From an optimization exercise on the open Yosys and OpenROAD flow, aimed at small area, a short achievable clock period and few clock cycles per item; shortcuts taken in it are not production practice.
At most, simulation tests tie the RTL to the original design; equivalence was not proved.
Only the layout flow was run in runs 3 to 6; the RTL was not checked for function there.
No activity file was given, so power comes from the tool's default toggle rates.

File: design/flow/constraint.sdc
create_clock -name core_clock -period 6.0 [get_ports {clk}]
set_input_delay 1.2000 -clock core_clock [delete_from_list [all_inputs] [get_ports {clk}]]
set_output_delay 1.2000 -clock core_clock [all_outputs]
set_load 0.01 [all_outputs]
File: design/flow/design.v
module bcmseq #(
    parameter [15:0] BASE_LOOP_TICKS = 16'd8,
    parameter [15:0] CALL_OVERHEAD   = 16'd2,
    parameter [15:0] FIRST_INTERVAL  = 16'd100
) (
    input  wire        clk,
    input  wire        rst,
    input  wire        cmd_valid,
    input  wire [51:0] cmd,
    output reg         cmd_ready,
    output reg         rsp_valid,
    output wire [7:0]  rsp,
    input  wire [1:0]  rot,
    output reg         hm_en,
    output reg         hm_we,
    output reg  [10:0] hm_addr,
    output wire [7:0]  hm_wdata,
    input  wire [7:0]  hm_rdata,
    output reg         sm_en,
    output reg  [10:0] sm_addr,
    input  wire [7:0]  sm_rdata,
    output reg         tmr_load,
    output wire [15:0] tmr_period,
    output reg         tmr_stop,
    input  wire        tmr_expire,
    output reg         p_blank,
    output reg         p_lat,
    output reg         p_clk,
    output reg  [3:0]  p_addr,
    output reg  [5:0]  p_data
);
    localparam [3:0] OP_BEGIN    = 4'h1,
                     OP_STOP     = 4'h2,
                     OP_SETPIXEL = 4'h3,
                     OP_SWAPREQ  = 4'h4,
                     OP_RDSTAT   = 4'h5,
                     OP_COPYFWD  = 4'h6,
                     OP_BUFRD    = 4'h7,
                     OP_BUFWR    = 4'h8;
    localparam [15:0] BC2  = BASE_LOOP_TICKS + {CALL_OVERHEAD[14:0], 1'b0};
    localparam [15:0] DUR0 = BC2 - CALL_OVERHEAD;
    localparam [15:0] DUR1 = {BC2[14:0], 1'b0} - CALL_OVERHEAD;
    localparam [15:0] DUR2 = {BC2[13:0], 2'b0} - CALL_OVERHEAD;
    localparam [15:0] DUR3 = {BC2[12:0], 3'b0} - CALL_OVERHEAD;
    function [4:0] band_hi(input [2:0] r, input [1:0] b);
        begin
            case ({r, b})
                5'b000_00: band_hi = 5'd0;   5'b000_01: band_hi = 5'd1;   5'b000_10: band_hi = 5'd2;
                5'b001_00: band_hi = 5'd3;   5'b001_01: band_hi = 5'd4;   5'b001_10: band_hi = 5'd5;
                5'b010_00: band_hi = 5'd6;   5'b010_01: band_hi = 5'd7;   5'b010_10: band_hi = 5'd8;
                5'b011_00: band_hi = 5'd9;   5'b011_01: band_hi = 5'd10;  5'b011_10: band_hi = 5'd11;
                5'b100_00: band_hi = 5'd12;  5'b100_01: band_hi = 5'd13;  5'b100_10: band_hi = 5'd14;
                5'b101_00: band_hi = 5'd15;  5'b101_01: band_hi = 5'd16;  5'b101_10: band_hi = 5'd17;
                5'b110_00: band_hi = 5'd18;  5'b110_01: band_hi = 5'd19;  5'b110_10: band_hi = 5'd20;
                5'b111_00: band_hi = 5'd21;  5'b111_01: band_hi = 5'd22;  5'b111_10: band_hi = 5'd23;
                default:   band_hi = 5'd0;
            endcase
        end
    endfunction
    reg        active;
    reg        pending;      
    reg        swapreq;
    reg        back;         
    reg [1:0]  plane;        
    reg [2:0]  row;
    reg        h_idle;
    reg        st_pa, st_fill, st_rd, st_cp, st_wr, st_stop;
    reg [4:0]  px_x;         
    reg [3:0]  px_y;         
    reg        is_px, is_cp;
    reg [1:0]  k;            
    reg [2:0]  p1, p2, p3;   
    reg        r0, g0, b0;   
    reg [7:0]  d;            
    reg [10:0] ha;           
    reg        run;          
    reg        go;           
    reg        sh;           
    reg        fz;           
    reg        bor;          
    reg        f0;           
    reg        p0;           
    reg        ok;           
    reg [1:0]  t32;          
    reg [6:2]  tp;           
    wire        accept = cmd_valid & cmd_ready;
    wire [3:0]  op     = cmd[51:48];
    wire [15:0] cx     = cmd[47:32];
    wire [15:0] cy     = cmd[31:16];
    wire [15:0] cc     = cmd[15:0];
    wire op_begin = (op == OP_BEGIN);
    wire op_stop  = (op == OP_STOP);
    wire op_px    = (op == OP_SETPIXEL);
    wire op_swap  = (op == OP_SWAPREQ);
    wire op_stat  = (op == OP_RDSTAT);
    wire op_copy  = (op == OP_COPYFWD);
    wire op_bufrd = (op == OP_BUFRD);
    wire op_bufwr = (op == OP_BUFWR);
    wire in_range = rot[0] ? (~|cx[15:4] & ~|cy[15:5])
                           : (~|cx[15:5] & ~|cy[15:4]);
    reg [4:0] rx;
    reg [3:0] ry;
    always @(*) begin
        case (rot)
            2'd0:    begin rx = cx[4:0];  ry = cy[3:0];  end
            2'd1:    begin rx = ~cy[4:0]; ry = cx[3:0];  end
            2'd2:    begin rx = ~cx[4:0]; ry = ~cy[3:0]; end
            default: begin rx = cy[4:0];  ry = ~cx[3:0]; end
        endcase
    end
    wire [9:0] off      = ha[9:0];
    wire       off_last = (off == 10'd767);
    wire       cy5 = is_px | (&off[4:0]);
    wire [9:0] cy_off = {cy5 & (&off[8:5]), cy5 & (&off[7:5]), cy5 & (&off[6:5]), cy5 & off[5], cy5,
                         ~is_px & (&off[3:0]), ~is_px & (&off[2:0]), ~is_px & (&off[1:0]),
                         ~is_px & off[0], ~is_px};
    wire [9:0] off_inc = off ^ cy_off;
    reg [7:0] mg;
    always @(*) begin
        mg = hm_rdata;
        if (is_px) begin
            case (k)
                2'd0: if (!px_y[3]) mg[4:2] = p1;
                      else begin mg[7:5] = p1; mg[1:0] = {b0, g0}; end
                2'd1: if (!px_y[3]) begin mg[4:2] = p2; mg[0] = b0; end
                      else begin mg[7:5] = p2; mg[1] = r0; end
                default: if (!px_y[3]) begin mg[4:2] = p3; mg[1:0] = {g0, r0}; end
                      else mg[7:5] = p3;
            endcase
        end
    end
    assign hm_wdata = d;
    assign rsp      = d;
    wire go_fill   = st_fill & ~bor;
    wire go_rd     = st_rd & ~bor;
    wire go_wr     = st_wr & ~bor;
    wire wr_done   = is_cp ? off_last : (~is_px | k[1]);
    wire fill_done = go_fill & off_last & (ha[10] ^ back);
    wire [4:0] c        = sm_addr[4:0];
    wire       c31      = &c;
    wire       dec      = run & c31 & ~p0;                  
    wire       dpos     = run & c31 & p0;                   
    wire       wrap     = run & (c == 5'd1) & ~p0;          
    wire       stop_acc = accept & op_stop;
    wire       take     = pending & active & (dec | (~run & ~cmd_ready));
    reg        n_pa, n_fill, n_rd, n_cp, n_wr, n_stop, n_busy;
    always @(*) begin
        n_pa   = 1'b0;
        n_fill = st_fill & ~fill_done;
        n_stop = st_stop & run;
        n_rd   = (st_rd & bor) | (go_wr & ~wr_done) | st_pa;
        n_cp   = go_rd;
        n_wr   = (st_wr & bor) | (st_cp & (is_px | is_cp));
        n_busy = n_fill | n_rd | n_cp | n_wr | n_stop;
        if (accept) begin
            n_pa   = op_px;
            n_fill = op_begin;
            n_stop = op_stop;
            n_rd   = op_copy | op_bufrd;
            n_wr   = op_bufwr;
        end
    end
    wire n_idle = ~accept & ~n_busy;
    wire n_fz   = (run & (c == 5'd30) & p0) | (~run & pending & active) |
                  (fz & ~p_lat & ~((dec | ~run) & ~take));
    wire n_run  = take | (run & ~(wrap & ~go));
    reg [10:0] n_ha;
    always @(*) begin
        n_ha = ha;
        if (h_idle) begin
            n_ha = {back ^ op_copy, cx[9:0]};
        end else if (st_pa) begin
            n_ha[9:0] = {band_hi(px_y[2:0], 2'd0), px_x};
        end else begin
            if ((go_fill & off_last) | ((go_rd | go_wr) & is_cp))
                n_ha[10] = ~ha[10];
            if (go_fill)
                n_ha[9:0] = off_last ? 10'd0 : off_inc;
            else if (go_wr)
                n_ha[9:0] = off_inc;
        end
    end
    wire       adv   = dpos & go;
    wire       wrap3 = (plane == 2'd3);
    wire       fswap = wrap3 & (&row) & swapreq;
    wire       swap  = adv & fswap;
    wire [1:0] plane_a = {plane[1] ^ plane[0], ~plane[0]};
    wire [2:0] row_a   = wrap3 ? row ^ {&row[1:0], row[0], 1'b1} : row;
    reg [1:0]  n_plane;
    reg [2:0]  n_row;
    reg        n_back;
    always @(*) begin
        n_plane = adv ? plane_a : plane;
        n_row   = adv ? row_a : row;
        n_back  = back ^ swap;
        if (fill_done) begin
            n_plane = 2'd3;
            n_row   = 3'd7;
            n_back  = 1'b0;
        end
    end
    function [1:0] band_of(input [1:0] pl, input nx_p0);
        case (pl)
            2'd0:    band_of = {1'b0, nx_p0};
            2'd1:    band_of = 2'd0;
            2'd2:    band_of = 2'd1;
            default: band_of = 2'd2;
        endcase
    endfunction
    wire [5:0] sa_keep = {~back, band_hi(row, band_of(plane, ~p0))};
    wire [5:0] sa_adv  = {~(back ^ fswap), band_hi(row_a, band_of(plane_a, ~p0))};
    wire [4:0] c_inc   = c ^ {&c[3:0], &c[2:0], &c[1:0], c[0], 1'b1};
    wire [4:0] n_c     = ~run ? 5'd31 : (p0 ? c_inc : c);
    wire n_bor = run & ~p0 & (plane == 2'd0);
    reg [6:2] n_tp;
    always @(*) begin
        if (!active) n_tp = FIRST_INTERVAL[6:2];
        else case (plane)                   
            2'd1:    n_tp = DUR0[6:2];
            2'd2:    n_tp = DUR1[6:2];
            2'd3:    n_tp = DUR2[6:2];
            default: n_tp = DUR3[6:2];
        endcase
    end
    assign tmr_period = {9'd0, tp, active, 1'b0};
    always @(posedge clk) begin
        ha <= n_ha;
        if (h_idle) begin
            d       <= {cc[7:1], cc[0] | (swapreq & op[2])};
            p1      <= {cc[2], cc[8],  cc[13]};
            p2      <= {cc[3], cc[9],  cc[14]};
            p3      <= {cc[4], cc[10], cc[15]};
            r0      <= cc[12];
            g0      <= cc[7];
            b0      <= cc[1];
            px_x    <= rx;
            px_y    <= ry;
            k       <= 2'd0;
            ok      <= ~op_px | in_range;
            is_px   <= op_px;
            is_cp   <= op_copy;
        end else begin
            if (st_cp)
                d <= mg;
            if (go_wr)
                k <= {k[0], ~k[1] & ~k[0]};
        end
        hm_addr <= n_bor ? {~back, band_hi(row, 2'd2), c} : n_ha;
        if (rst) begin
            h_idle    <= 1'b1;
            st_pa     <= 1'b0;
            st_fill   <= 1'b0;
            st_rd     <= 1'b0;
            st_cp     <= 1'b0;
            st_wr     <= 1'b0;
            st_stop   <= 1'b0;
            bor       <= 1'b0;
            hm_en     <= 1'b0;
            hm_we     <= 1'b0;
            cmd_ready <= 1'b1;
            rsp_valid <= 1'b0;
            tmr_stop  <= 1'b0;
        end else begin
            h_idle    <= n_idle;
            st_pa     <= n_pa;
            st_fill   <= n_fill;
            st_rd     <= n_rd;
            st_cp     <= n_cp;
            st_wr     <= n_wr;
            st_stop   <= n_stop;
            bor       <= n_bor;
            hm_en     <= n_bor | n_fill | n_rd | n_wr;
            hm_we     <= ~n_bor & (n_fill | (n_wr & (h_idle | ok)));
            cmd_ready <= n_idle & ~n_fz;
            rsp_valid <= (accept & op_stat) | (st_cp & ~is_px & ~is_cp);
            tmr_stop  <= st_stop & ~run;
        end
        t32 <= sm_rdata[1:0];
        f0  <= (plane == 2'd0);
        if (!p0)
            p_data <= f0 ? {t32, sm_rdata[1:0], hm_rdata[1:0]} : sm_rdata[7:2];
        p0      <= ~run | ~p0;
        plane   <= n_plane;
        row     <= n_row;
        back    <= n_back;
        sm_addr <= {adv ? sa_adv : sa_keep, n_c};
        tp      <= n_tp;
        if (!run)
            sh <= 1'b0;
        else if (wrap)
            sh <= 1'b1;
        if (take)
            go <= 1'b1;
        else if (dec)
            go <= 1'b0;
        pending <= (pending | tmr_expire) & ~take & ~(accept & op_begin);
        if (swap | fill_done)
            swapreq <= 1'b0;
        else if (accept & op_swap)
            swapreq <= 1'b1;
        if (rst) begin
            run      <= 1'b0;
            sm_en    <= 1'b0;
            fz       <= 1'b0;
            active   <= 1'b0;
            p_blank  <= 1'b1;
            p_lat    <= 1'b0;
            p_clk    <= 1'b0;
            p_addr   <= 4'd0;
            tmr_load <= 1'b0;
        end else begin
            run   <= n_run;
            sm_en <= n_run;
            fz    <= n_fz;
            if (fill_done)
                active <= 1'b1;
            else if (stop_acc)
                active <= 1'b0;
            if (dec | take)
                p_blank <= 1'b1;
            else if (p_lat)
                p_blank <= 1'b0;
            p_lat    <= wrap & go;
            tmr_load <= (wrap & go) | (accept & op_begin);
            p_clk    <= run & sh & p0;
            if (fill_done)
                p_addr <= 4'd0;
            else if (dpos & sh)
                p_addr <= {1'b0, row};
        end
    end
endmodule
File: design/flow/flow/run.sh
#!/bin/bash
# Standard layout, with the port buffers that buffer_ports inserts made
# sky130_fd_sc_hd__buf_1 (the resizer may still size them up) instead of the
# delay cell it picks by default. Every port still gets its own buffer.
set -euo pipefail
echo 'export BUFFER_PORTS_ARGS = -buffer_cell sky130_fd_sc_hd__buf_1' >> config.mk
bash standard.sh > standard_flow.log 2>&1
File: design/flow/config.mk
export PLATFORM = sky130hd
export DESIGN_NAME = bcmseq
export DESIGN_NICKNAME = bcmseq
export VERILOG_FILES = /design/flow/design.v
export SDC_FILE = /design/flow/constraint.sdc
export NUM_CORES = 4
export LEC_CHECK = 0
export CAP_MARGIN = 20
export CORE_MARGIN = 2
export CORE_UTILIZATION = 40
export CTS_BUF_LIST = sky130_fd_sc_hd__clkbuf_4
export CTS_CLUSTER_SIZE = 30
export SETUP_SLACK_MARGIN = 3.5
export SLEW_MARGIN = 20
export BUFFER_PORTS_ARGS = -buffer_cell sky130_fd_sc_hd__buf_1
File: design/flow/standard.sh
#!/bin/bash
# synth_recipe.tcl (not shown) runs the flow's synth.tcl, then flattens the netlist and writes it again
# the make line also repeats each setting of config.mk as NAME=value (left out here)
make -C /OpenROAD-flow-scripts/flow DESIGN_CONFIG=/design/flow/config.mk WORK_HOME=/design/flow/orfs CLKGATE_MAP_FILE= SYNTH_SCRIPT=/design/flow/synth_recipe.tcl "${@:-finish}"
==> out/qor.yml, run 1 <==
sta:
  maxSlewViolCount: 0
  max_freq_mhz: 417
  slew_headroom_pct: 32.3
  finalClockSkew_ns: 0.0216
  period_share_pct: 40.0
  hold_violations: 0
  tightest_slew_ns: 1.02
  fin_crit_ns: 2.40
  setup_tns_ns: 0
  finalSetupViolations: 0
  rsz0062_at_grt: "false"
power:
  power.switching_uw: 479
  seqPwrFrac_pct: 53.9
  p_int_uw: 1210
  sw_frac_of_total_pct: 28.4
  irDropWorstVdd_mv: 0.110
  p_per_area_mw_per_mm2: 262
  combPwrFrac_pct: 13.1
  clockPowerShare_pct: 33.0
  p_leak_uw: 0.00238
  totalPowerFinal_uw: 1690
finish:
  antenna-diode-count: 0
  n_fill_cell: 1348
  final_cells: 890
  fin_area_mm2: 0.00643
  drive_gt1_share_pct: 8.45
  area_delta_synth_final_pct: 14.0
  nets: 791
synth:
  yosys.area_share.simple_pct: 15.3
  async_flop_share_pct: 0
  yosys-mux-area-fraction_pct: 7.08
  synth_cell_types: 65
  synth_largest_area_cell: "dfxtp_1"
  synth_top_family_by_area: "compound AO/OA/AOI/OAI gates"
  yosys_warnings: 1
  synth_seq_area_share_pct: 47.6
  synth_top_area_share_pct: 27.3
  synth_area_per_cell_um2: 9.71
  synth_edf_count: 38
  synth_area_mm2: 0.00564
  synthAdderAreaFrac_pct: 4.44
  ys_ff_latch: 115
  synthCells: 581
  synth_xor_area_share_pct: 3.73
  synthTopCellsByArea: "dfxtp_1, edfxtp_1, mux2i_1"
  synth_flop_cell: "dfxtp_1"
  synth_compound_area_share_pct: 15.8
worst_hold_path:
  hold_class: "reg -> reg"
  holdPathStages: 2
floorplan:
  start_util_pct: 40.8
  rows: 43
  dieArea_mm2: 0.0151
  fp.dieH_um: 123
  ios: 148
  coreArea_mm2: 0.0138
  die_w_um: 123
route:
  num_vias: 4607
  wirelength_mm: 13.4
  drc: 0
  wl_per_cell_um: 15.0
  dr.pass1.iters: 4
  via_per_inst: 5.18
  drt-initial-drc-count: 283
  ant_nets: 0
global_route:
  overflow: 0
  grt_pass1_vias: 4488
  grt_pass1_wl_mm: 21.6
  grt_max_degree: 57
  antenna_found_initial: 0
  track_usage_pct: 18.6
setup_path:
  worstRegToRegCells: 7
  end_kind: "primary output"
  cp_slowest_cell: "dfxtp_4"
  crit_type: "reg -> out"
  crit_required_ns: 4.80
  critPathTopFamily: "flip-flops"
  worstSetupStartpointType: "register"
  critical_path_depth: 1
  critPathBufInv: 1
  crit_chain: "buf_1"
  crit_fanout: 21
  cpPeakStageDelay_ns: 0.49
  critPathArrivalTime_ns: 1.20
clock_network:
  cts_buffer_depth: 2
  clockRootBuffer: "clkbuf_4"
  clock_latency_ns: 0.53
  clk_pin_slew_ns: 0.12
  htreeDepth: 4
  numCtsBuffers: 17
  cts_hold_buf: 0
  cts.sinks: 115
  tritoncts: "yes"
placed_design:
  gp_congestion: 0.863
  placed_area_mm2: 0.00615
  hpwl_mm: 9.71
  dp_cells: 858
  port_buffers: 135
flow_run:
  max_cap_viol_count: 0
status:
  status: "complete, no violations"
power by group through the flow:
stage	Combinational [µW]	Clock [µW]	Sequential, µW
global route	253	609	918
floorplan	155	0	929
CTS	223	575	910
global placement	219	0	925
detailed placement	221	0	927
finish	221	556	909
sequential cells by signal, summed over array words and instances, names as in the netlist, 3 cells and up:
register	count
d	8
ha	11
hm_addr	11
p1	3
p2	3
p3	3
p_addr	3
p_data	6
px_x	5
px_y	4
row	3
sm_addr	11
tp	5
metrics by stage:
step / worst slack [ns] / hold slack [ns] / util [%]
global route: 3.51 / 0.510 / 46.5
detailed placement: 3.49 / 0.463 / 44.5
finish: 3.60 / 0.475 / 46.5
floorplan: 3.74 / 0.434 / -
CTS: 3.46 / 0.478 / 46.5
global placement: 3.53 / 0.455 / 44.5
synth_stat cells (6+ instances only):
library cell / instances
a21oi_1: 26
a31oi_1: 9
buf_4: 20
clkbuf_1: 22
dfxtp_1: 77
edfxtp_1: 38
ha_1: 20
inv_1: 18
mux2_2: 11
mux2i_1: 26
nand2_1: 55
nand3_1: 12
nand4_1: 7
nor2_1: 47
nor2b_1: 6
nor3_1: 8
nor3b_1: 7
nor4_1: 8
o21ai_0: 45
o31ai_1: 11
xnor2_1: 18
xor2_1: 6
cells by family after synthesis:
logic type               Yosys count
multiplexers                      38
AND/OR/NAND/NOR                  177
adder cells (fa/ha/maj)           20
buffers and inverters             69
flip-flops                       115
AO/OA/AOI/OAI                    137
XOR/XNOR                          24
other                              1
layout make-up:
cell class,instances,area (µm²),area share [%]
Clock buffer,18,135,2.10
Clock inverter,14,136,2.12
Inverter,20,75.1,1.17
Multi-Input combinational cell,407,2660,41.3
Sequential cell,115,2690,41.8
Tap cell,180,225,3.50
Timing Repair Buffer,136,514,7.99
routing by layer:
metal / part of all wire (%) / GRT usage, % / up-vias
met5: 0 / 0 / -
met2: 47 / 30.0 / 162
met1: 45 / 23.1 / 2129
met3: 6.1 / 4.93 / 21
li1: - / - / 2295
met4: 2.1 / 8.91 / 0
final timing paths:
check	startpoint	endpoint	slack [ns]
max	run	sm_en	3.60
max reg2reg	plane[0]	sm_addr[7]	3.77
min	sh	p_clk	0.48
min reg2reg	sh	p_clk	0.48
placed cells by master (no fill, tap or decap), types with 8 or more instances in the layout:
cell      netlist  routed
o31ai_1        11      11
nand3_1        12      12
dfxtp_1        77      74
inv_1          18      18
conb_1          1      11
mux2i_1        26      26
buf_1           2     135
a31oi_1         9       9
o21ai_0        45      45
a21oi_1        26      26
nor2_1         47      46
edfxtp_1       38      38
nor4_1          8       8
clkbuf_4        0      18
xnor2_1        18      18
nand2_1        55      55
nor3_1          8       8
ha_1           20      20
mux2_2         11      11
what timing repair did:
action                     4_1_cts  5_1_grt
resized for setup                2        2
setup endpoints to repair        2        6
buffers inserted                 0        0
Testbench counts, summed over its fixed seeds: cycles 49,192, ticks 768.
==> run 2, diff against run 1 <==
--- a/design/flow/config.mk
+++ b/design/flow/config.mk
@@ -8,8 +8,6 @@
 export CAP_MARGIN = 20
 export CORE_MARGIN = 2
 export CORE_UTILIZATION = 40
-export CTS_BUF_LIST = sky130_fd_sc_hd__clkbuf_4
-export CTS_CLUSTER_SIZE = 30
 export SETUP_SLACK_MARGIN = 3.5
 export SLEW_MARGIN = 20
 export BUFFER_PORTS_ARGS = -buffer_cell sky130_fd_sc_hd__buf_1
==> run 2 against run 1 <==
Effect of this change: still clean on timing, DRC and antenna; sequential cell count is the same; synthesized cell count unchanged; wire length grew 0.57%; fmax grew 2.4%; power grew 25%; largest cell class unchanged.
==> out/qor.yml, run 2 <==
status:
  status: "complete, no violations"
synth:
  synth_largest_area_cell: "dfxtp_1"
  synth_cell_types: 65
  synthTopCellsByCount: "dfxtp_1, nand2_1, nor2_1, o21ai_0, edfxtp_1"
  yosys_warnings: 1
  synth_edf_count: 38
  synth_flop_cell: "dfxtp_1"
  async_flop_share_pct: 0
  synth_top_area_share_pct: 27.3
  synthTopCellsByArea: "dfxtp_1, edfxtp_1, mux2i_1"
  synthCells: 581
  synth_seq_area_share_pct: 47.6
  synth_area_per_cell_um2: 9.71
  synth_area_mm2: 0.00564
  ys_ff_latch: 115
  synth_most_common_cell: "dfxtp_1"
power:
  sw_frac_of_total_pct: 25.2
  irDropWorstVdd_mv: 0.185
  power.switching_uw: 529
  p_leak_uw: 0.00252
  p_per_area_mw_per_mm2: 312
  clockPowerShare_pct: 46.1
  seqPwrFrac_pct: 43.4
  totalPowerFinal_uw: 2100
  combPwrFrac_pct: 10.5
  p_int_uw: 1570
sta:
  tightest_slew_ns: 1.03
  maxSlewViolCount: 0
  fin_crit_ns: 2.34
  max_freq_mhz: 427
  setup_tns_ns: 0
  finalClockSkew_ns: 0.0115
  period_share_pct: 39.1
  slew_headroom_pct: 31.0
  hold_ws_ns: 0.482
  finalSetupViolations: 0
  hold_violations: 0
  rsz0062_at_grt: "false"
setup_path:
  crit_type: "reg -> out"
  crit_fanout: 9
  end_kind: "primary output"
  critPathCapture: "tmr_period[1]"
  worstRegToRegCells: 7
  crit_required_ns: 4.80
  cp_slowest_cell: "dfxtp_1"
  critPathBufInv: 1
  setup.worst_path.start: "active"
  critical_path_depth: 1
  worstSetupStartpointType: "register"
  worstReg2RegStart: "plane[0]"
  cpPeakStageDelay_ns: 0.53
  reg2reg_to: "sm_addr[7]"
  regToRegSetupSlack_ns: 3.77
  crit_chain: "buf_1"
  critPathArrivalTime_ns: 1.14
  critPathTopFamily: "flip-flops"
clock_network:
  clock_latency_ns: 0.42
  cts_buffer_depth: 2
  cts.sinks: 115
  clk_pin_slew_ns: 0.06
  cts_hold_buf: 0
  tritoncts: "yes"
  htreeDepth: 4
  numCtsBuffers: 17
  clockRootBuffer: "clkbuf_16"
global_route:
  track_usage_pct: 18.8
  antenna_found_initial: 0
  grt_pass1_vias: 4492
  grt_max_degree: 57
  overflow: 0
  grt_pass1_wl_mm: 21.7
finish:
  antenna-diode-count: 0
  top_regs: "ha x11, hm_addr x11, sm_addr x11"
  nets: 791
  final_common_cell: "buf_1"
  layout_common_cells: "buf_1, dfxtp_1, nand2_1"
  n_fill_cell: 1304
  drive_gt1_share_pct: 8.59
  fin_area_mm2: 0.00674
  area_delta_synth_final_pct: 19.5
placed_design:
  placed_area_mm2: 0.00615
  gp_congestion: 0.863
  hpwl_mm: 9.71
  port_buffers: 135
floorplan:
  fp.dieH_um: 123
  ios: 148
  coreArea_mm2: 0.0138
  start_util_pct: 40.8
  die_w_um: 123
  rows: 43
  dieArea_mm2: 0.0151
route:
  wirelength_mm: 13.5
  dr.pass1.iters: 4
  via_per_inst: 5.16
  num_vias: 4594
  drc: 0
  drt-initial-drc-count: 360
  ant_nets: 0
  wl_per_cell_um: 15.1
flow_run:
  max_cap_viol_count: 0
worst_hold_path:
  hold_class: "reg -> reg"
==> run 2: cell count changes in the layout (fill, tap and decap cells not counted), sizes merged <==
| cell | delta |
|---|---|
| clkbuf | +5 |
| clkinv | -3 |
| bufinv | -2 |
==> run 2: power groups by stage <==
stage / registers, µW / clock network (µW) / logic (µW)
finish: 911 / 969 / 221
CTS: 912 / 992 / 223
floorplan: 929 / 0 / 155
global route: 919 / 1030 / 253
global placement: 925 / 0 / 219
detailed placement: 927 / 0 / 221
==> run 2: worst min-delay path by stage <==
| stage | start | to | slack, ns | cells past startpoint |
|---|---|---|---|---|
| after floorplan | sh | p_clk | 0.43 | 2 |
| after global placement | sh | p_clk | 0.46 | 2 |
| after detailed placement | sh | p_clk | 0.46 | 2 |
| after CTS | sh | p_clk | 0.47 | 2 |
| after global routing | sh | p_clk | 0.50 | 2 |
| final | sh | p_clk | 0.48 | 2 |
==> run 2: routing by layer <==
metal	track usage, %	routed length [µm]	vias up
met5	0	0	-
met4	9.84	303	0
met3	4.79	738	22
met2	29.9	6320	145
met1	23.5	6100	2142
li1	-	-	2285
==> run 2: logic make-up (layout without fill, tap and decap cells) <==
group / after synthesis / in the layout / synth area share [%]
simple gates: 177 / 177 / 15.3
compound gates: 137 / 137 / 15.8
flops: 115 / 115 / 47.6
buf+inv: 69 / 188 / 6.03
mux: 38 / 38 / 7.08
xor+xnor: 24 / 24 / 3.73
fa+ha+maj: 20 / 20 / 4.44
other cells: 1 / 11 / 0.0665
==> run 2: worst reg2reg max path, stage by stage (launching register included) <==
cell and delay (ns):
dfxtp_1 0.45, inv_1 0.16, ha_1 0.29, nor3b_1 0.18, o31ai_1 0.47, xnor2_1 0.18, o21ai_0 0.10, mux2_2 0.28
==> run 2: cell type report <==
| cell class | count | area [µm²] | share of cell area [%] |
|---|---|---|---|
| multi-input combinational | 407 | 2660 | 39.4 |
| timing repair buffer | 136 | 514 | 7.63 |
| inverter | 20 | 75.1 | 1.11 |
| tap | 180 | 225 | 3.34 |
| sequential | 115 | 2690 | 39.8 |
| clock inverter | 9 | 65.1 | 0.965 |
| clock buffer | 23 | 520 | 7.72 |
==> run 2: what timing repair did <==
| item | CTS | global route |
|---|---|---|
| hold endpoints to repair | 0 | 0 |
| resized for setup | 1 | 1 |
| setup buffers | 0 | 0 |
| setup endpoints to repair | 1 | 5 |
==> run 2: through the flow <==
stage | utilization, % | cells | setup slack (ns)
global placement | 44.5 | 858 | 3.53
detailed placement | 44.5 | 858 | 3.49
floorplan | - | 591 | 3.74
finish | 48.8 | 890 | 3.66
CTS | 48.7 | 890 | 3.52
global route | 48.8 | 890 | 3.58
==> run 3, diff against run 2 <==
--- a/design/flow/design.v
+++ b/design/flow/design.v
@@ -82,7 +82,7 @@
     reg        p0;           
     reg        ok;           
     reg [1:0]  t32;          
-    reg [6:2]  tp;           
+    reg [6:1]  tp;           
     wire        accept = cmd_valid & cmd_ready;
     wire [3:0]  op     = cmd[51:48];
     wire [15:0] cx     = cmd[47:32];
@@ -168,7 +168,7 @@
     always @(*) begin
         n_ha = ha;
         if (h_idle) begin
-            n_ha = {back ^ op_copy, cx[9:0]};
+            n_ha = {back ^ (op[2] & op[1] & ~op[0]), cx[9:0]};
         end else if (st_pa) begin
             n_ha[9:0] = {band_hi(px_y[2:0], 2'd0), px_x};
         end else begin
@@ -208,7 +208,9 @@
         endcase
     endfunction
     wire [5:0] sa_keep = {~back, band_hi(row, band_of(plane, ~p0))};
-    wire [5:0] sa_adv  = {~(back ^ fswap), band_hi(row_a, band_of(plane_a, ~p0))};
+    reg  [5:0] sa_adv;
+    always @(posedge clk)
+        sa_adv <= {~(back ^ fswap), band_hi(row_a, band_of(plane_a, 1'b0))};
     wire [4:0] c_inc   = c ^ {&c[3:0], &c[2:0], &c[1:0], c[0], 1'b1};
     wire [4:0] n_c     = ~run ? 5'd31 : (p0 ? c_inc : c);
     wire n_bor = run & ~p0 & (plane == 2'd0);
@@ -222,7 +224,7 @@
             default: n_tp = DUR3[6:2];
         endcase
     end
-    assign tmr_period = {9'd0, tp, active, 1'b0};
+    assign tmr_period = {9'd0, tp, 1'b0};
     always @(posedge clk) begin
         ha <= n_ha;
         if (h_idle) begin
@@ -284,7 +286,7 @@
         row     <= n_row;
         back    <= n_back;
         sm_addr <= {adv ? sa_adv : sa_keep, n_c};
-        tp      <= n_tp;
+        tp      <= {n_tp, active};
         if (!run)
             sh <= 1'b0;
         else if (wrap)
@@ -310,7 +312,7 @@
             tmr_load <= 1'b0;
         end else begin
             run   <= n_run;
-            sm_en <= n_run;
+            sm_en <= 1'b1;           
             fz    <= n_fz;
             if (fill_done)
                 active <= 1'b1;
==> run 3 against run 2 <==
Effect of this change: sequential cell count up 8; still clean on timing, DRC and antenna; largest power group unchanged; utilization fell by 0.45 points; area after synthesis is 3.1% higher; die area up 3.0%; non-clock buffer count is the same; wire length rose by 5.3%; highest routed layer unchanged.
==> out/qor.yml, run 3 <==
status:
  status: "complete, no violations"
sta:
  finalSetupViolations: 0
  period_share_pct: 37.8
  fin_crit_ns: 2.27
  fin_ws_ns: 3.73
  slew_headroom_pct: 51.4
  setup_tns_ns: 0
  rsz0062_at_grt: "false"
  tightest_slew_ns: 0.728
  max_freq_mhz: 441
  finalClockSkew_ns: 0.0149
  hold_violations: 0
  hold_ws_ns: 0.460
  maxSlewViolCount: 0
route:
  ant_nets: 0
  via_per_inst: 5.10
  wirelength_mm: 14.2
  dr.pass1.iters: 4
  drc: 0
  wl_per_cell_um: 15.6
  num_vias: 4632
  drt-initial-drc-count: 229
finish:
  antenna-diode-count: 0
  n_fill_cell: 1393
  multi_input_area_mm2: 0.00267
  utilization_pct: 48.3
  final_common_cell: "buf_1"
  seq_area_mm2: 0.00284
  area_delta_synth_final_pct: 19.4
  top_regs: "ha x11, hm_addr x11, sm_addr x11"
  nets: 806
  drive_gt1_share_pct: 8.00
  layout_common_cells: "buf_1, dfxtp_1, nand2_1"
global_route:
  grt_max_degree: 60
  overflow: 0
  antenna_found_initial: 0
  track_usage_pct: 18.3
  grt_pass1_vias: 4566
  grt_pass1_wl_mm: 22.6
synth:
  synthCells: 591
  yosys_warnings: 1
  synth_area_per_cell_um2: 9.84
  synthTopCellsByArea: "dfxtp_1, edfxtp_1, mux2i_1"
  ys_ff_latch: 123
  synth_top_area_share_pct: 29.3
  synthTopCellsByCount: "dfxtp_1, nand2_1, nor2_1, edfxtp_1, o21ai_0"
  synth_most_common_cell: "dfxtp_1"
  synth_flop_cell: "dfxtp_1"
  synth_largest_area_cell: "dfxtp_1"
  synth_edf_count: 38
  synth_area_mm2: 0.00581
  async_flop_share_pct: 0
  synth_cell_types: 63
  synth_seq_area_share_pct: 48.9
setup_path:
  cpPeakStageDelay_ns: 0.46
  worstRegToRegCells: 5
  crit_fanout: 6
  regToRegSetupSlack_ns: 3.73
  cp_slowest_cell: "dfxtp_1"
  critPathTopFamily: "flip-flops"
  worstSetupStartpointType: "register"
  crit_chain: "buf_1"
  reg2reg_to: "hm_addr[9]"
  crit_required_ns: 4.80
  worstReg2RegStart: "run"
  setup.worst_path.start: "sm_addr[0]"
  critPathBufInv: 1
  critPathArrivalTime_ns: 1.07
  end_kind: "primary output"
  crit_type: "reg -> out"
worst_hold_path:
  holdPathStages: 1
  hold_class: "reg -> reg"
  hold_end: "sm_addr[9]"
  holdCritStartpoint: "sa_adv[4]"
flow_run:
  max_cap_viol_count: 0
clock_network:
  clockRootBuffer: "clkbuf_16"
  clk_pin_slew_ns: 0.05
  numCtsBuffers: 17
  clock_latency_ns: 0.42
  tritoncts: "yes"
  cts_buffer_depth: 2
  cts_setup_buffers: 0
  cts.sinks: 123
  htreeDepth: 4
placed_design:
  port_buffers: 135
  gp_congestion: 0.876
  hpwl_mm: 10.5
  pre_cts_ws_ns: 3.21
floorplan:
  coreArea_mm2: 0.0144
  die_w_um: 125
  ios: 148
  start_util_pct: 40.5
  rows: 44
  fp.dieH_um: 125
  dieArea_mm2: 0.0155
power:
  p_leak_uw: 0.00263
  p_per_area_mw_per_mm2: 311
  irDropWorstVdd_mv: 0.201
==> run 3: changes by cell type in the layout (fill, tap and decap cells not counted), moves of 4 or more <==
cell,delta
xnor2_1,+4
nand2_1,+8
inv_1,+6
o31ai_1,-4
dfxtp_1,+9
a21oi_1,+6
o21ai_0,-7
a21boi_0,-4
==> run 3: worst max path at each step <==
stage                       to  slack (ns)  depth (start not counted)
CTS                   tmr_load        3.62                          4
global placement      tmr_load        3.24                          4
finish              sm_addr[0]        3.73                          1
floorplan              px_x[3]        3.72                          4
global route        hm_addr[9]        3.54                          5
detailed placement    tmr_load        3.21                          4
==> run 3: cell families (layout without fill, tap and decap cells) <==
logic type	after synthesis	count (layout)	synth area share (%)
AO/OA/AOI/OAI	128	128	14.0
XOR/XNOR	27	27	4.07
adder cells (fa/ha/maj)	20	20	4.30
buffers and inverters	69	193	5.85
flip-flops	123	123	48.9
multiplexers	39	39	6.99
other	1	11	0.0645
AND/OR/NAND/NOR	184	184	15.8
==> run 3: what timing repair did <==
action | 4_1_cts | 5_1_grt
gates resized for setup | 0 | 2
hold buffers | 0 | 0
setup endpoints to repair | 0 | 2
==> run 3: stage by stage <==
stage               power, µW  cell area, µm²  instances
floorplan                1120            5850        601
global placement         1180            6350        877
CTS                      2170            6940        909
detailed placement       1190            6350        877
global route             2250            6940        909
finish                   2160            6940        909
==> run 3: worst register-to-register path, cell delays in order, from the launching register on <==
cell and delay [ns]:
dfxtp_1 0.63, nor2b_1 0.35, and2_1 0.59, o211ai_1 0.28
o21ai_0 0.14, o21ba_2 0.18
==> run 3: metal layers <==
layer | track usage [%] | wire length, µm | share of wire [%] | up-vias
li1 | - | - | - | 2321
met1 | 22.6 | 6460 | 46 | 2148
met2 | 30.3 | 6650 | 47 | 142
met3 | 5.33 | 768 | 5.4 | 21
met4 | 6.74 | 300 | 2.1 | 0
met5 | 0 | 0 | 0 | -
==> run 3: cell type report <==
cell class,count,share of cell area [%]
Multi-Input combinational cell,409,38.5
Timing Repair Buffer,136,7.43
Inverter,25,1.35
Clock buffer,27,8.02
Tap cell,184,3.32
Clock inverter,5,0.397
Sequential cell,123,41.0
==> run 3: power breakdown <==
group	leakage [µW]	internal [µW]	switching (µW)	total (µW)
clock network	0.000289	632	354	986
registers	0.00108	921	41.8	963
logic	0.00126	82.7	124	207
total	0.00263	1640	520	2160
==> run 4, diff against run 3 <==
--- a/design/flow/config.mk
+++ b/design/flow/config.mk
@@ -8,6 +8,8 @@
 export CAP_MARGIN = 20
 export CORE_MARGIN = 2
 export CORE_UTILIZATION = 40
+export CTS_BUF_LIST = sky130_fd_sc_hd__clkbuf_8
+export CTS_CLUSTER_SIZE = 20
 export SETUP_SLACK_MARGIN = 3.5
 export SLEW_MARGIN = 20
 export BUFFER_PORTS_ARGS = -buffer_cell sky130_fd_sc_hd__buf_1
==> run 4 against run 3 <==
Effect of this change: count of clock-buffer cells in the layout shrank 7; first-iteration DRC count rose by 17%; clock power decreased by 24%; final cell count is the same; clock skew up 0.0051 ns; highest routed layer unchanged; combinational power is essentially flat; worst hold slack better by 0.0019 ns; critical path type is now in -> reg; synthesized cell count is the same; largest cell class unchanged; still clean on timing, DRC and antenna.
==> out/qor.yml, run 4 <==
status:
  status: "complete, no violations"
setup_path:
  critPathBufInv: 2
  crit_required_ns: 6.32
  crit_type: "in -> reg"
  end_kind: "register"
  regToRegSetupSlack_ns: 3.76
  critPathTopFamily: "buffers and inverters"
  cpPeakStageDelay_ns: 0.55
  worstRegToRegCells: 5
  worstReg2RegStart: "run"
  worstSetupStartpointType: "input port"
  reg2reg_to: "hm_addr[9]"
  crit_fanout: 15
  cp_slowest_cell: "buf_1"
  critPathArrivalTime_ns: 2.69
  crit_chain: "buf_1, clkinv_1, and3_1, a21o_1"
clock_network:
  tritoncts: "yes"
  cts_setup_buffers: 0
  clockRootBuffer: "clkbuf_8"
  clk_pin_slew_ns: 0.06
  cts_buffer_depth: 2
  cts.sinks: 123
  clock_latency_ns: 0.44
  numCtsBuffers: 17
  htreeDepth: 4
placed_design:
  dp_cells: 877
  port_buffers: 135
  hpwl_mm: 10.5
  gp_congestion: 0.876
flow_run:
  max_cap_viol_count: 0
finish:
  final_common_cell: "buf_1"
  seq_area_mm2: 0.00284
  antenna-diode-count: 0
  nets: 806
  final_cells: 909
  top_regs: "ha x11, hm_addr x11, sm_addr x11"
  utilization_pct: 47.1
  layout_common_cells: "buf_1, dfxtp_1, nand2_1"
  area_delta_synth_final_pct: 16.3
  n_fill_cell: 1420
  drive_gt1_share_pct: 7.86
  multi_input_area_mm2: 0.00267
global_route:
  track_usage_pct: 18.0
  grt_pass1_wl_mm: 22.3
  antenna_found_initial: 0
  grt_pass1_vias: 4563
  grt_max_degree: 60
  overflow: 0
sta:
  setup_tns_ns: 0
  fin_crit_ns: 2.37
  tightest_slew_ns: 0.753
  maxSlewViolCount: 0
  hold_violations: 0
  rsz0062_at_grt: "false"
  finalSetupViolations: 0
  period_share_pct: 39.6
  finalClockSkew_ns: 0.0200
  max_freq_mhz: 421
  slew_headroom_pct: 49.8
synth:
  synthAdderAreaFrac_pct: 4.30
  synthCells: 591
  synth_flop_cell: "dfxtp_1"
  synth_most_common_cell: "dfxtp_1"
  synth_cell_types: 63
  synth_area_mm2: 0.00581
  synth_compound_area_share_pct: 14.0
  synth_edf_count: 38
  async_flop_share_pct: 0
  synth_seq_area_share_pct: 48.9
  synth_largest_area_cell: "dfxtp_1"
  ys_ff_latch: 123
  synth_top_area_share_pct: 29.3
  synth_area_per_cell_um2: 9.84
  yosys_warnings: 1
  yosys-mux-area-fraction_pct: 6.99
  yosys.area_share.simple_pct: 15.8
  synthTopCellsByCount: "dfxtp_1, nand2_1, nor2_1, edfxtp_1, o21ai_0"
  synthTopCellsByArea: "dfxtp_1, edfxtp_1, mux2i_1"
  synth_xor_area_share_pct: 4.07
  synth_top_family_by_area: "simple AND/OR/NAND/NOR gates"
power:
  totalPowerFinal_uw: 1920
  irDropWorstVdd_mv: 0.191
  p_leak_uw: 0.00256
  p_per_area_mw_per_mm2: 283
floorplan:
  coreArea_mm2: 0.0144
  ios: 148
  start_util_pct: 40.5
  rows: 44
  dieArea_mm2: 0.0155
  die_w_um: 125
  fp.dieH_um: 125
route:
  ant_nets: 0
  wl_per_cell_um: 15.5
  dr.pass1.iters: 4
  via_per_inst: 5.11
  num_vias: 4641
  drt-initial-drc-count: 269
  wirelength_mm: 14.1
  drc: 0
worst_hold_path:
  hold_end: "sm_addr[9]"
  holdPathStages: 1
  holdCritStartpoint: "sa_adv[4]"
  hold_class: "reg -> reg"
-- run 4: changes by cell type in the layout (fill, tap and decap cells not counted), sizes merged --
cell	before	now
bufinv	0	3
inv	24	28
clkbuf	28	20
buf	135	136
-- run 4: metrics by stage --
stage / setup slack [ns] / area, µm² / hold slack [ns]
3_5_place_dp: 3.21 / 6350 / 0.445
6_report: 3.63 / 6760 / 0.462
4_1_cts: 3.62 / 6760 / 0.463
5_1_grt: 3.53 / 6760 / 0.482
2_1_floorplan: 3.72 / 5850 / 0.420
3_3_place_gp: 3.24 / 6350 / 0.445
-- run 4: kinds of logic after synthesis --
kind of cell | after synthesis
buf+inv | 69
simple gates | 184
fa+ha+maj | 20
other cells | 1
flops | 123
compound gates | 128
mux | 39
xor+xnor | 27
-- run 4: where the power goes --
group / total, µW / switching (µW) / internal [µW]
combinational: 207 / 124 / 82.7
clock: 747 / 311 / 435
sequential: 962 / 41.6 / 920
total: 1920 / 477 / 1440
-- run 4: worst max path at each step --
stage / start / to / slack (ns) / depth (start not counted)
final: rst / tmr_load / 3.63 / 4
after floorplan: rot[0] / px_x[3] / 3.72 / 4
after detailed placement: rst / tmr_load / 3.21 / 4
after global routing: rst / tmr_load / 3.53 / 4
after CTS: sm_addr[0] / back / 3.62 / 7
after global placement: rst / tmr_load / 3.24 / 4
-- run 4: worst reg2reg max path, delay by kind of cell, from the launching register on --
kind	cells	cell delay (ns)
compound gates	3	0.59
simple gates	2	0.95
flops	1	0.62
-- run 4: layer usage --
metal  part of all wire [%]  global-route usage [%]  up-vias  wire length (µm)
li1                       -                       -     2321                 -
met1                     45                    22.3     2149              6300
met2                     47                    29.8      152              6660
met3                    5.8                    5.50       19               816
met4                    2.0                    6.48        0               281
met5                      0                       0        -                 0
-- run 4: area by class of cell --
type / instances / share of cell area [%]
Clock buffer: 20 / 4.07
Clock inverter: 12 / 1.96
Inverter: 25 / 1.39
Multi-Input combinational cell: 409 / 39.5
Sequential cell: 123 / 42.0
Tap cell: 184 / 3.40
Timing Repair Buffer: 136 / 7.60
-- run 4: timing repair --
item                                    in CTS  in global routing
endpoints found under the setup margin       0                  1
gates resized for setup                      0                  1
hold buffers                                 0                  0
==> run 5, diff against run 4 <==
--- a/design/flow/design.v
+++ b/design/flow/design.v
@@ -65,8 +65,7 @@
     reg [2:0]  row;
     reg        h_idle;
     reg        st_pa, st_fill, st_rd, st_cp, st_wr, st_stop;
-    reg [4:0]  px_x;         
-    reg [3:0]  px_y;         
+    reg        bot;          
     reg        is_px, is_cp;
     reg [1:0]  k;            
     reg [2:0]  p1, p2, p3;   
@@ -120,11 +119,11 @@
         mg = hm_rdata;
         if (is_px) begin
             case (k)
-                2'd0: if (!px_y[3]) mg[4:2] = p1;
+                2'd0: if (!bot) mg[4:2] = p1;
                       else begin mg[7:5] = p1; mg[1:0] = {b0, g0}; end
-                2'd1: if (!px_y[3]) begin mg[4:2] = p2; mg[0] = b0; end
+                2'd1: if (!bot) begin mg[4:2] = p2; mg[0] = b0; end
                       else begin mg[7:5] = p2; mg[1] = r0; end
-                default: if (!px_y[3]) begin mg[4:2] = p3; mg[1:0] = {g0, r0}; end
+                default: if (!bot) begin mg[4:2] = p3; mg[1:0] = {g0, r0}; end
                       else mg[7:5] = p3;
             endcase
         end
@@ -168,9 +167,10 @@
     always @(*) begin
         n_ha = ha;
         if (h_idle) begin
-            n_ha = {back ^ (op[2] & op[1] & ~op[0]), cx[9:0]};
+            n_ha = {back ^ (op[2] & op[1] & ~op[0]),
+                    (op[3] | op[2] | ~op[1]) ? cx[9:0] : {2'b0, ry[2:0], rx}};
         end else if (st_pa) begin
-            n_ha[9:0] = {band_hi(px_y[2:0], 2'd0), px_x};
+            n_ha[9:5] = band_hi(ha[7:5], 2'd0);
         end else begin
             if ((go_fill & off_last) | ((go_rd | go_wr) & is_cp))
                 n_ha[10] = ~ha[10];
@@ -235,8 +235,7 @@
             r0      <= cc[12];
             g0      <= cc[7];
             b0      <= cc[1];
-            px_x    <= rx;
-            px_y    <= ry;
+            bot     <= ry[3];
             k       <= 2'd0;
             ok      <= ~op_px | in_range;
             is_px   <= op_px;
==> run 5 against run 4 <==
Effect of this change: cell area shrank 2.8%; area after synthesis fell by 3.1%; sequential power decreased by 7.2%; wire length is 1.9% higher; register-to-register slack lost 0.05 ns; die area shrank 3.0%; clock power decreased by 4.3%; global-route usage rose by 0.97 points; critical endpoint is now hm_addr[4]; highest routed layer unchanged.
==> out/qor.yml, run 5 <==
synth:
  synth_flop_cell: "dfxtp_1"
  ys_ff_latch: 115
  synthCells: 598
  synthTopCellsByArea: "dfxtp_1, edfxtp_1, mux2i_1"
  synth_area_per_cell_um2: 9.42
  async_flop_share_pct: 0
  synth_most_common_cell: "dfxtp_1"
  synth_top_area_share_pct: 30.2
  synth_cell_types: 61
  synthTopCellsByCount: "dfxtp_1, nand2_1, nor2_1, o21ai_0, a21oi_1"
  yosys_warnings: 1
  synth_edf_count: 30
  synth_area_mm2: 0.00563
  synth_seq_area_share_pct: 46.2
  synth_largest_area_cell: "dfxtp_1"
status:
  status: "complete, no violations"
worst_hold_path:
  hold_end: "sm_addr[6]"
  hold_class: "reg -> reg"
  holdPathStages: 2
  holdCritStartpoint: "sa_adv[1]"
global_route:
  overflow: 0
  grt_pass1_vias: 4497
  grtUsageMet3_pct: 5.25
  top_usage_layer: "met2"
  grt.met2_usage_pct: 30.6
  antenna_found_initial: 0
  met1_usage_pct: 24.3
  grt_pass1_wl_mm: 21.9
  track_usage_pct: 19.0
  grt_max_degree: 59
clock_network:
  cts_hold_buf: 0
  cts.sinks: 115
  numCtsBuffers: 17
  cts_buffer_depth: 2
  tritoncts: "yes"
  clk_pin_slew_ns: 0.07
  clockRootBuffer: "clkbuf_8"
  htreeDepth: 4
  clock_latency_ns: 0.43
floorplan:
  start_util_pct: 40.7
  coreArea_mm2: 0.0138
  rows: 43
  die_w_um: 123
  ios: 148
  dieArea_mm2: 0.0150
  fp.dieH_um: 123
power:
  power.switching_uw: 483
  combPwrFrac_pct: 12.2
  p_leak_uw: 0.00246
  irDropWorstVdd_mv: 0.155
  p_per_area_mw_per_mm2: 278
  sw_frac_of_total_pct: 26.4
  clockPowerShare_pct: 39.0
  seqPwrFrac_pct: 48.8
  p_int_uw: 1350
route:
  wirelength_mm: 14.3
  drt-initial-drc-count: 447
  dr.pass1.iters: 4
  via_per_inst: 5.37
  num_vias: 4883
  ant_nets: 0
  drc: 0
  wl_per_cell_um: 15.8
setup_path:
  crit_type: "in -> reg"
  worstSetupStartpointType: "input port"
  critPathArrivalTime_ns: 2.67
  worstReg2RegStart: "ha[5]"
  worstRegToRegCells: 5
  reg2reg_to: "cmd_ready"
  end_kind: "register"
  regToRegSetupSlack_ns: 3.71
  setup.worst_path.start: "cmd[50]"
  crit_required_ns: 6.29
  crit_fanout: 12
finish:
  antenna-diode-count: 0
  final_common_cell: "buf_1"
  layout_common_cells: "buf_1, dfxtp_1, nand2_1"
  utilization_pct: 47.6
  area_delta_synth_final_pct: 16.8
  top_regs: "ha x11, hm_addr x11, sm_addr x11"
  n_fill_cell: 1340
  drive_gt1_share_pct: 7.13
  nets: 810
placed_design:
  gp_congestion: 0.850
  port_buffers: 135
  hpwl_mm: 10.6
sta:
  slew_headroom_pct: 35.9
  tightest_slew_ns: 0.962
  fin_crit_ns: 2.38
  finalClockSkew_ns: 0.0129
  period_share_pct: 39.6
  rsz0062_at_grt: "false"
  setup_tns_ns: 0
  maxSlewViolCount: 0
  max_freq_mhz: 421
  finalSetupViolations: 0
  hold_violations: 0
flow_run:
  max_cap_viol_count: 0
[run 5: kinds of logic after synthesis]
group                      synth area share (%)
and+or+nand+nor                            17.8
adders and majority gates                  4.44
AOI/OAI and AO/OA                          16.7
other                                    0.0666
xor gates and xnor gates                   2.64
DFF                                        46.2
muxes                                      6.02
buffers and inverters                      6.13
[run 5: power groups by stage]
stage          sequential (µW)  clock (µW)  combinational [µW]
6_report                   893         715                 223
5_1_grt                    899         768                 250
4_1_cts                    893         734                 223
3_5_place_dp               910           0                 221
3_3_place_gp               909           0                 217
2_1_floorplan              904           0                 162
[run 5: what timing repair did]
item | CTS | global route
setup buffers | 0 | 3
pin swaps | 0 | 1
setup endpoints to repair | 7 | 7
gates resized for setup | 1 | 3
endpoints found under the hold margin | 0 | 0
[run 5: per-stage QoR]
stage               instance area (µm²)  std cells  setup slack, ns  hold slack, ns  power (µW)
finish                             6580        909             3.62           0.440        1830
global route                       6580        909             3.51           0.466        1920
CTS                                6550        906             3.52           0.445        1850
detailed placement                 6140        874             2.81           0.431        1130
global placement                   6140        874             2.82           0.428        1130
floorplan                          5670        608             3.51           0.401        1070
[run 5: final cells by class]
cell class / count / area (µm²) / area share [%]
clock inverters: 11 / 110 / 1.67
clock buffers: 21 / 289 / 4.39
well taps: 180 / 225 / 3.42
flip-flops and latches: 115 / 2600 / 39.6
inverters: 21 / 78.8 / 1.20
multi-input cells: 422 / 2730 / 41.5
repair buffers: 139 / 538 / 8.18
[run 5: worst max-delay path by stage]
stage	end	slack, ns	depth (start not counted)
2_1_floorplan	hm_addr[3]	3.51	7
3_3_place_gp	hm_addr[0]	2.82	6
3_5_place_dp	hm_addr[0]	2.81	6
4_1_cts	sm_addr[7]	3.52	8
5_1_grt	sm_addr[7]	3.51	8
6_report	hm_addr[4]	3.62	6
[run 5: worst max-delay path, cell delays in order]
cell and delay (ns):
buf_1 0.31, nor2_1 0.14, nand2_1 0.37, nor2_1 0.12
o221ai_1 0.36, a31oi_1 0.16
[run 5: per-layer routing]
layer	wire, µm	vias to the layer above
met2	6540	168
met4	262	0
li1	-	2366
met5	0	-
met1	6680	2329
met3	835	20
==> run 6, diff against run 5 <==
--- a/design/flow/config.mk
+++ b/design/flow/config.mk
@@ -8,8 +8,6 @@
 export CAP_MARGIN = 20
 export CORE_MARGIN = 2
 export CORE_UTILIZATION = 40
-export CTS_BUF_LIST = sky130_fd_sc_hd__clkbuf_8
-export CTS_CLUSTER_SIZE = 20
 export SETUP_SLACK_MARGIN = 3.5
 export SLEW_MARGIN = 20
 export BUFFER_PORTS_ARGS = -buffer_cell sky130_fd_sc_hd__buf_1
==> run 6 against run 5 <==
Effect of this change: worst hold slack improved by 0.0063 ns; cell area rose by 2.8%; worst setup slack got worse by 0.075 ns; final cell count did not move; register-to-register slack barely moved; area after synthesis did not move; first-iteration DRC count fell by 2.9%; power rose by 13%; clock power rose by 34%; combinational power barely moved; clock skew barely moved; critical path type unchanged.
==> out/qor.yml, run 6 <==
global_route:
  grt_pass1_vias: 4507
  track_usage_pct: 19.1
  antenna_found_initial: 0
  overflow: 0
  grt_max_degree: 59
  grt_pass1_wl_mm: 22.0
route:
  wirelength_mm: 14.4
  num_vias: 4875
  ant_nets: 0
  drc: 0
  drt-initial-drc-count: 434
  via_per_inst: 5.36
  wl_per_cell_um: 15.8
  dr.pass1.iters: 5
setup_path:
  critPathArrivalTime_ns: 2.71
  crit_chain: "buf_1, nor2_1, nand2_1, nor2_1, o221ai_1, a31oi_1"
  cp_slowest_cell: "nand2_1"
  crit_required_ns: 6.26
  crit_type: "in -> reg"
  worstReg2RegStart: "st_pa"
  end_kind: "register"
  reg2reg_to: "hm_addr[5]"
  critPathBufInv: 1
  crit_fanout: 12
  critPathTopFamily: "simple AND/OR/NAND/NOR gates"
  cpPeakStageDelay_ns: 0.38
  worstSetupStartpointType: "input port"
  regToRegSetupSlack_ns: 3.70
  setup.worst_path.start: "cmd[50]"
  crit_top_cell: "nor2_1"
  worstRegToRegCells: 4
synth:
  synthTopCellsByCount: "dfxtp_1, nand2_1, nor2_1, o21ai_0, a21oi_1"
  synth_cell_types: 61
  yosys_warnings: 1
  synthTopCellsByArea: "dfxtp_1, edfxtp_1, mux2i_1"
  synth_seq_area_share_pct: 46.2
  synth_edf_count: 30
  synth_area_mm2: 0.00563
  synth_flop_cell: "dfxtp_1"
  synth_largest_area_cell: "dfxtp_1"
  synthCells: 598
  ys_ff_latch: 115
  synth_area_per_cell_um2: 9.42
  synth_top_area_share_pct: 30.2
  synth_most_common_cell: "dfxtp_1"
  async_flop_share_pct: 0
clock_network:
  clock_latency_ns: 0.41
  clk_pin_slew_ns: 0.05
  cts_buffer_depth: 2
  numCtsBuffers: 17
  tritoncts: "yes"
  clockRootBuffer: "clkbuf_16"
  cts.sinks: 115
  htreeDepth: 4
power:
  p_leak_uw: 0.00253
  irDropWorstVdd_mv: 0.197
  p_per_area_mw_per_mm2: 307
placed_design:
  dp_cells: 874
  hpwl_mm: 10.6
  gp_congestion: 0.850
  port_buffers: 135
  pre_cts_ws_ns: 2.81
finish:
  top_regs: "ha x11, hm_addr x11, sm_addr x11"
  final_common_cell: "buf_1"
  final_cells: 909
  utilization_pct: 48.9
  antenna-diode-count: 0
  drive_gt1_share_pct: 7.13
  area_delta_synth_final_pct: 20.0
  nets: 810
  layout_common_cells: "buf_1, dfxtp_1, nand2_1"
  n_fill_cell: 1317
sta:
  maxSlewViolCount: 0
  max_freq_mhz: 408
  fin_ws_ns: 3.55
  hold_violations: 0
  slew_headroom_pct: 36.4
  period_share_pct: 40.9
  rsz0062_at_grt: "false"
  finalClockSkew_ns: 0.0128
  tightest_slew_ns: 0.954
  finalSetupViolations: 0
  setup_tns_ns: 0
  fin_crit_ns: 2.45
floorplan:
  coreArea_mm2: 0.0138
  rows: 43
  dieArea_mm2: 0.0150
  start_util_pct: 40.7
  fp.dieH_um: 123
  ios: 148
  die_w_um: 123
worst_hold_path:
  holdPathStages: 2
  hold_end: "sm_addr[6]"
  hold_class: "reg -> reg"
  holdCritStartpoint: "sa_adv[1]"
flow_run:
  max_cap_viol_count: 0
status:
  status: "complete, no violations"
## run 6: how the worst max path moves through the flow
stage                 end  cells past startpoint
2_1_floorplan  hm_addr[3]                      7
3_3_place_gp   hm_addr[0]                      6
3_5_place_dp   hm_addr[0]                      6
4_1_cts        sm_addr[7]                      8
5_1_grt        hm_addr[3]                      6
6_report       hm_addr[4]                      6
## run 6: layer usage
layer	wire, µm	GRT usage (%)	share of wire [%]
met5	0	0	0
met2	6660	31.1	46
met4	217	7.11	1.5
met3	926	4.79	6.4
met1	6580	24.5	46
## run 6: cells by family after synthesis
family,after synthesis,share of synthesized area (%)
buf+inv,71,6.13
compound gates,144,16.7
xor+xnor,17,2.64
mux,33,6.02
flops,115,46.2
simple gates,197,17.8
fa+ha+maj,20,4.44
other cells,1,0.0666
## run 6: area by class of cell
cell class                      count  area, µm²  area share, %
Timing Repair Buffer              139        538           7.96
Multi-Input combinational cell    422       2730           40.4
Clock inverter                      7       42.5          0.629
Sequential cell                   115       2600           38.5
Inverter                           21       78.8           1.17
Tap cell                          180        225           3.33
Clock buffer                       25        538           7.96
## run 6: worst reg2reg max path, delay by kind of cell, from the launching register on
kind / cells / cell delay (ns)
and+or+nand+nor: 1 / 0.49
DFF: 1 / 0.48
AOI/OAI and AO/OA: 3 / 1.22
## run 6: report_power, final
group	internal [µW]	total, µW	switching, µW	leakage (µW)
clock	618	960	343	0.000281
combinational	90.8	223	133	0.00126
sequential	853	895	42.2	0.000996
## run 6: timing repair
action,CTS,global route
hold endpoints to repair,0,0
gates resized for setup,1,3
setup endpoints to repair,7,11
pin swaps,0,1
setup buffers,0,3
hold buffers,0,0
## run 6: per-stage QoR
step,hold WS [ns],instance area (µm²),total power (µW)
after floorplan,0.401,5670,1070
after global placement,0.428,6140,1130
after detailed placement,0.431,6140,1130
after CTS,0.459,6730,2100
after global routing,0.473,6760,2160
final,0.446,6760,2080
==> run 7, diff against run 6 <==
--- a/design/flow/design.v
+++ b/design/flow/design.v
@@ -167,8 +167,7 @@
     always @(*) begin
         n_ha = ha;
         if (h_idle) begin
-            n_ha = {back ^ (op[2] & op[1] & ~op[0]),
-                    (op[3] | op[2] | ~op[1]) ? cx[9:0] : {2'b0, ry[2:0], rx}};
+            n_ha = {back ^ op_copy, op_px ? {2'b0, ry[2:0], rx} : cx[9:0]};
         end else if (st_pa) begin
             n_ha[9:5] = band_hi(ha[7:5], 2'd0);
         end else begin
@@ -208,9 +207,7 @@
         endcase
     endfunction
     wire [5:0] sa_keep = {~back, band_hi(row, band_of(plane, ~p0))};
-    reg  [5:0] sa_adv;
-    always @(posedge clk)
-        sa_adv <= {~(back ^ fswap), band_hi(row_a, band_of(plane_a, 1'b0))};
+    wire [5:0] sa_adv  = {~(back ^ fswap), band_hi(row_a, band_of(plane_a, ~p0))};
     wire [4:0] c_inc   = c ^ {&c[3:0], &c[2:0], &c[1:0], c[0], 1'b1};
     wire [4:0] n_c     = ~run ? 5'd31 : (p0 ? c_inc : c);
     wire n_bor = run & ~p0 & (plane == 2'd0);
==> run 7 against run 6 <==
Effect of this change: combinational power up 12%; count of clock-buffer cells in the layout down 12; wire length down 6.7%; largest cell class unchanged; synthesized cell count down 0.50%; non-clock buffer count unchanged.
==> out/qor.yml, run 7 <==
global_route:
  antenna_found_initial: 0
  overflow: 0
  grt_pass1_vias: 4464
  track_usage_pct: 18.4
  grt_max_degree: 55
  grt_pass1_wl_mm: 21.5
worst_hold_path:
  hold_class: "reg -> reg"
  holdCritStartpoint: "sh"
setup_path:
  crit_chain: "buf_1, nand4bb_1, buf_4, inv_1, mux2i_1, nor2_1, a31o_2"
  crit_required_ns: 6.25
  worstSetupStartpointType: "input port"
  critPathBufInv: 3
  worstReg2RegStart: "row[1]"
  cp_slowest_cell: "mux2i_1"
  end_kind: "register"
  cpPeakStageDelay_ns: 0.35
  critPathTopFamily: "buffers and inverters"
  setup.worst_path.start: "cmd[48]"
  crit_type: "in -> reg"
  crit_fanout: 16
  critPathArrivalTime_ns: 2.58
power:
  combPwrFrac_pct: 14.5
  seqPwrFrac_pct: 50.0
  sw_frac_of_total_pct: 26.8
  clockPowerShare_pct: 35.4
  p_leak_uw: 0.00249
  p_int_uw: 1260
  p_per_area_mw_per_mm2: 268
  irDropWorstVdd_mv: 0.132
  power.switching_uw: 461
  totalPowerFinal_uw: 1720
synth:
  synth_most_common_cell: "dfxtp_1"
  synth_seq_area_share_pct: 44.5
  synth_flop_cell: "dfxtp_1"
  synthCells: 595
  synth_top_area_share_pct: 28.4
  async_flop_share_pct: 0
  yosys_warnings: 1
  synth_largest_area_cell: "dfxtp_1"
  synthTopCellsByArea: "dfxtp_1, edfxtp_1, mux2i_1"
  ys_ff_latch: 109
  synth_area_per_cell_um2: 9.37
  synth_cell_types: 67
  synth_area_mm2: 0.00558
  synthTopCellsByCount: "dfxtp_1, nand2_1, nor2_1, a21oi_1, o21ai_0"
  synth_edf_count: 30
finish:
  top_regs: "ha x11, hm_addr x11, sm_addr x11"
  final_cells: 887
  nets: 796
  area_delta_synth_final_pct: 15.1
  antenna-diode-count: 0
  final_common_cell: "buf_1"
  layout_common_cells: "buf_1, dfxtp_1, nand2_1"
  drive_gt1_share_pct: 7.50
status:
  status: "complete, no violations"
floorplan:
  start_util_pct: 40.5
  dieArea_mm2: 0.0149
  coreArea_mm2: 0.0138
  die_w_um: 122
  ios: 148
  fp.dieH_um: 122
  rows: 43
route:
  drt-met1-wl_mm: 5.87
  dr.pass1.iters: 4
  via_per_inst: 5.22
  wirelength_mm: 13.4
  drt-initial-drc-count: 269
  wl_met3_um: 741
  met2WireLength_mm: 6.51
  num_vias: 4632
  wl_per_cell_um: 15.1
  top_layer: "met4"
  ant_nets: 0
  drc: 0
placed_design:
  port_buffers: 135
  gp_congestion: 0.844
  hpwl_mm: 10.0
  dp_cells: 869
  pre_cts_ws_ns: 3.08
clock_network:
  cts_buffer_depth: 2
  numCtsBuffers: 9
  clk_pin_slew_ns: 0.07
  clock_latency_ns: 0.35
  cts.sinks: 109
  htreeDepth: 3
  cts_hold_buf: 0
  tritoncts: "yes"
  clockRootBuffer: "clkbuf_16"
sta:
  maxSlewViolCount: 0
  finalClockSkew_ns: 0.00905
  finalSetupViolations: 0
  fin_ws_ns: 3.67
  rsz0062_at_grt: "false"
  max_freq_mhz: 429
  setup_tns_ns: 0
  hold_violations: 0
  fin_crit_ns: 2.33
  tightest_slew_ns: 0.941
  slew_headroom_pct: 37.3
  period_share_pct: 38.9
flow_run:
  max_cap_viol_count: 0
run 7: cell count changes after synthesis, sizes merged, moves of 6 or more:
cell,delta
dfxtp,-6
nand2b,-9
a21oi,+6
nand2,+8
run 7: cells by family (layout without fill, tap and decap cells):
group | Yosys count | in the layout | share of synthesized area (%)
other | 1 | 11 | 0.0672
multiplexers | 40 | 40 | 7.52
AND/OR/NAND/NOR | 186 | 186 | 16.6
flip-flops | 109 | 109 | 44.5
buffers and inverters | 79 | 181 | 6.69
XOR/XNOR | 21 | 21 | 3.30
AO/OA/AOI/OAI | 139 | 139 | 16.8
adder cells (fa/ha/maj) | 20 | 20 | 4.49
run 7: final timing paths:
kind | endpoint | slack [ns] | cells past startpoint
hold reg to reg | sh | 0.47 | 2
hold / removal | sh | 0.47 | 2
setup reg to reg | sm_addr[7] | 3.72 | 7
setup / recovery | ha[7] | 3.67 | 7
run 7: metal layers:
layer / vias up / track usage [%]
met5: - / 0
met4: 0 / 6.47
met3: 17 / 5.10
met2: 114 / 31.1
met1: 2198 / 22.5
li1: 2303 / -
run 7: through the flow:
step | util (%) | area (µm²) | hold WS (ns)
after global placement | 44.2 | 6090 | 0.447
after floorplan | - | 5610 | 0.420
after CTS | 46.6 | 6420 | 0.482
after detailed placement | 44.2 | 6090 | 0.467
after global routing | 46.6 | 6420 | 0.502
final | 46.6 | 6420 | 0.473
run 7: cell type report:
| cell class | count | area (µm²) |
|---|---|---|
| clock buffers | 13 | 292 |
| clock inverters | 3 | 22.5 |
| fillers | 1408 | 7350 |
| inverters | 26 | 97.6 |
| multi-input cells | 417 | 2760 |
| flip-flops and latches | 109 | 2480 |
| well taps | 180 | 225 |
| repair buffers | 139 | 539 |
run 7: what timing repair did:
item	in CTS	in global routing
setup endpoints to repair	3	3
setup buffers	2	0
gates resized for setup	1	2
pin swaps	1	0
run 7: worst register-to-register path, delay by kind of cell, from the launching register on:
family                     cells  cell delay (ns)
buffers and inverters          1             0.33
AOI/OAI and AO/OA              1             0.20
muxes                          2             0.51
and+or+nand+nor                1             0.09
DFF                            1             0.54
adders and majority gates      1             0.36
xor gates and xnor gates       1             0.14
run 7: power groups by stage:
stage	Combinational, µW	Sequential (µW)	Clock (µW)
finish	250	861	610
global route	284	869	661
CTS	252	861	633
detailed placement	250	878	0
global placement	247	875	0
floorplan	186	871	0
Testbench counts of run 7, summed over its fixed seeds: cycles 49,192, ticks 768.

[static timing again, ports no longer ideal]
How much do the figures lean on ideal ports? The routed layouts below were timed once more, with nothing changed but the port constraints. Step 1 assumes that a clkbuf_16 drives the clock port and a buf_2 every other input. Step 2, shift: input delay + t, output delay - t, t = (earliest + latest rising clock arrival at the registers) / 2. This alone moves slack from input paths to output paths. Three values: ideal, step 1, step 2; two values: the first two.
run	t, ns	slack for setup (ns)	worst setup path after step 2	worst data-port slew with drivers (ns)
run 1	0.559	3.600 / 3.564 / 3.474	input to register	0.06
run 2	0.456	3.656 / 3.610 / 3.444	input to register	0.06
run 3	0.452	3.734 / 3.693 / 3.442	input to register	0.06
run 4	0.461	3.626 / 3.629 / 3.168	input to register	0.05
run 5	0.461	3.624 / 3.637 / 3.176	input to register	0.05
run 6	0.450	3.549 / 3.568 / 3.118	input to register	0.06
run 7	0.388	3.668 / 3.682 / 3.294	input to register	0.05
After both steps every run listed still meets setup and hold. For run 4, which loses most, drivers alone change the setup slack by +0.003 ns; drivers and shift together by -0.458 ns.
